Background: an optimization exercise with open tools, aiming at small area, a short achievable clock period and few clock cycles. Do not read the settings as production practice.
Only simulation tests tie the RTL to the original design; equivalence was not proved.
Power figures rest on the tool's default switching activity, not on a simulated workload.

// mtc
module mtc (
    input  wire        clk,
    input  wire        rst,           
    input  wire        host_req,
    input  wire        host_we,
    input  wire [9:0]  host_addr,     
    input  wire [31:0] host_wdata,
    output wire        host_ack,
    output wire [31:0] host_rdata,
    output wire        host_err,      
    input  wire        rx_valid,
    input  wire [31:0] rx_data,
    input  wire        rx_last,
    input  wire        rx_empty,      
    output wire        rx_ready,
    output wire        resume,
    output wire        tx_go,
    output wire [7:0]  tx_len,
    input  wire [5:0]  tx_addr,
    output wire [31:0] tx_data,
    input  wire        tx_done,
    input  wire        tx_ok
);
    localparam ST_IDLE = 2'd0, ST_ARMED = 2'd1, ST_PEND = 2'd2, ST_COOL = 2'd3;
    localparam E_OK = 4'd0, E_CFG = 4'd1, E_TRUNC = 4'd2, E_NOSTART = 4'd3,
               E_MALF = 4'd4, E_SHORT = 4'd5, E_BUSY = 4'd6, E_NOFRAME = 4'd7,
               E_ILL = 4'd8, E_BADST = 4'd9, E_TXBUSY = 4'd10;
    reg  [1:0]  state;
    reg         cache_valid, mb_full, lh_valid;
    reg         tx_busy, tx_trunc, tx_fail, rx_trunc, rx_drop, wlock;
    reg  [3:0]  err;
    reg  [31:0] result, now_r, sym, rx_frame, last_hit;
    reg  [15:0] frame;
    reg  [5:0]  tx_count;             
    reg  [6:0]  rx_count, cap;        
    reg  [31:0] tim_start, tim_bits, wm_start, wm_one, wm_zero, wm_gap, cooldown;
    reg  [6:0]  self_pid;
    reg  [1:0]  self_tid;
    reg         hit_v;
    reg  [6:0]  hit_p, cch_p;
    reg  [1:0]  hit_t, cch_t;
    reg  [3:0]  hit_c, cch_c;
    reg  [6:0]  hit_d;                
    reg         ge_cool;
    reg         ds_nostart, ds_malf;
    reg  [31:0] ds_f;
    reg         in_batch, b_acc;
    reg  [6:0]  rx_j;                 
    reg         bph;                  
    reg  [31:0] rdq;
    reg         busy;                 
    reg         d_rd, dv;             
    reg  [5:0]  dj, didx;
    reg  [2:0]  wseq;                 
    reg         wacc, wm_ok, timing_ok;
    reg  [15:0] tx_off [0:32];        
    reg  [15:0] tx_on  [0:32];        
    reg         enc_ph, enc2;         
    reg  [31:0] rx_buf [0:63];
    wire timing_ok_c = (tim_start[15:0] != 16'd0) && (tim_start[31:16] != 16'd0) &&
                       (tim_bits[15:0]  != 16'd0) && (tim_bits[31:16]  != 16'd0);
  ...
Settings: LEC_CHECK=0, CAP_MARGIN=20, CORE_MARGIN=2, CORE_UTILIZATION=60, CTS_CLUSTER_DIAMETER=80, CTS_CLUSTER_SIZE=24, PLACE_DENSITY=0.72, SETUP_SLACK_MARGIN=4.4, SLEW_MARGIN=20; clock period 10.0 ns.
run.sh (not shown) runs the stock make flow with config.mk's settings and CLKGATE_MAP_FILE= SYNTH_SCRIPT=/design/flow/synth_recipe.tcl, a recipe that flattens the netlist after the stock synthesis.
The first run stopped in global routing (5_1_grt) with GRT-0228.
Testbench counts at the start, summed over its fixed seeds: cycles 36,508.
Edit:
CORE_UTILIZATION = 50   (was 60)
PLACE_DENSITY = 0.6   (was 0.72)
SETUP_SLACK_MARGIN = 3.8   (was 4.4)
After rerunning:
- With this change the flow went through all stages and came out clean
- area after synthesis does not change
- synthesized cell count is unchanged
Edit:
CORE_UTILIZATION = 55   (was 50)
PLACE_DENSITY = 0.66   (was 0.6)
SETUP_SLACK_MARGIN = 4.3   (was 3.8)
Effect: The changed run went through all stages and came out clean. Hold slack barely changes. Via count climbs by 2.4%. Clock-buffer cell count goes down by 15. Total power is lower by 0.53%. Die area came out lower by 9.0%. Non-clock buffer count grows by 136. Setup slack improved by 0.035 ns. Register-to-register slack gains 0.32 ns.


Setup of run H:
mtc, a different RTL version from the one above (not shown whole).
For scale: ~3700 flip-flops, about 170 I/O pins, about 150000 sq um of cells after synthesis.
Design mtc, start of the top module:
module mtc (
    input  wire        clk,
    input  wire        rst,           
    input  wire        host_req,
    input  wire        host_we,
    input  wire [9:0]  host_addr,     
    input  wire [31:0] host_wdata,
    output wire        host_ack,
    output wire [31:0] host_rdata,
    output wire        host_err,      
    input  wire        rx_valid,
    input  wire [31:0] rx_data,
    input  wire        rx_last,
    input  wire        rx_empty,      
    output wire        rx_ready,
    output wire        resume,
    output wire        tx_go,
    output wire [7:0]  tx_len,
    input  wire [5:0]  tx_addr,
    output wire [31:0] tx_data,
    input  wire        tx_done,
    input  wire        tx_ok
);
==> flow/config.mk <==
export PLATFORM = sky130hd
export DESIGN_NAME = mtc
export DESIGN_NICKNAME = mtc
export VERILOG_FILES = /design/flow/design.v
export SDC_FILE = /design/flow/constraint.sdc
export NUM_CORES = 8
export LEC_CHECK = 0
export CAP_MARGIN = 20
export CORE_MARGIN = 2
export CORE_UTILIZATION = 55
export CTS_CLUSTER_DIAMETER = 80
export CTS_CLUSTER_SIZE = 24
export PLACE_DENSITY = 0.66
export SETUP_SLACK_MARGIN = 4.0
export SLEW_MARGIN = 20
==> flow/constraint.sdc <==
create_clock -name core_clock -period 10.0 [get_ports {clk}]
set_input_delay 2.0000 -clock core_clock [delete_from_list [all_inputs] [get_ports {clk}]]
set_output_delay 2.0000 -clock core_clock [all_outputs]
set_load 0.01 [all_outputs]
Testbench counts of run H, summed over its fixed seeds: cycles 36,508.
Modified inputs, run D compared to run H
# run H
export LEC_CHECK = 0
export CAP_MARGIN = 20
export CORE_MARGIN = 2
export CORE_UTILIZATION = 55
export CTS_CLUSTER_DIAMETER = 80
export CTS_CLUSTER_SIZE = 24
export PLACE_DENSITY = 0.66
export SETUP_SLACK_MARGIN = 4.0
export SLEW_MARGIN = 20
create_clock -name core_clock -period 10.0 [get_ports {clk}]
# run D
export LEC_CHECK = 0
export CAP_MARGIN = 20
export CORE_MARGIN = 2
export CORE_UTILIZATION = 50
export CTS_CLUSTER_DIAMETER = 80
export CTS_CLUSTER_SIZE = 24
export PLACE_DENSITY = 0.6
export SETUP_SLACK_MARGIN = 3.8
export SLEW_MARGIN = 20
create_clock -name core_clock -period 10.0 [get_ports {clk}]
Findings:
Run D ended with every stage complete and zero timing, DRC or antenna violations.
Run H ran to completion and came out clean on the timing, DRC and antenna checks.
Diff run H -> run D: detail-routed net length per standard cell has remained practically unchanged, floorplan core area rose 29000 sq um, final worst hold slack was more or less identical.
Re remaining antenna violation count: no difference whatsoever between run D and run H.
In terms of fraction of area in clock buffers and inverters, run H and run D differ only marginally.

port drivers added, routing unchanged:
How much do the figures lean on ideal ports? The routed layouts below were timed once more, with nothing changed but the port constraints. Step 1, drivers: a clkbuf_16 drives clk and a buf_2 each remaining input, both assumed. Step 2 times the ports against the registers' clock, not the clock port: input delays grow and output delays shrink by t, the midpoint of the rising clock arrivals with the driver on. Three values: no drivers, after step 1, after step 2; two values: the first two.
| run | t (ns) | slack for setup (ns) | latest minus earliest clock arrival (ns) | worst register clock-pin slew, ns | worst data-port slew with drivers (ns) |
|---|---|---|---|---|---|
| the second run of note 1 | 1.086 | 3.578 / 3.519 / 2.569 | 0.091 / 0.092 | 0.10 / 0.10 | 0.12 |
| the third run of note 1 | 1.086 | 3.613 / 3.547 / 2.795 | 0.118 / 0.119 | 0.11 / 0.11 | 0.18 |
| run H | 1.098 | 3.700 / 3.601 / 3.000 | 0.146 / 0.146 | 0.11 / 0.11 | 0.24 |
| run D | 1.074 | 3.606 / 3.606 / 2.674 | 0.139 / 0.139 | 0.11 / 0.11 | 0.24 |
After both steps setup and hold are still met in every run listed. The setup slack of the second run of note 1, which loses most, moves by -0.059 ns with the drivers and by -1.009 ns with both steps.
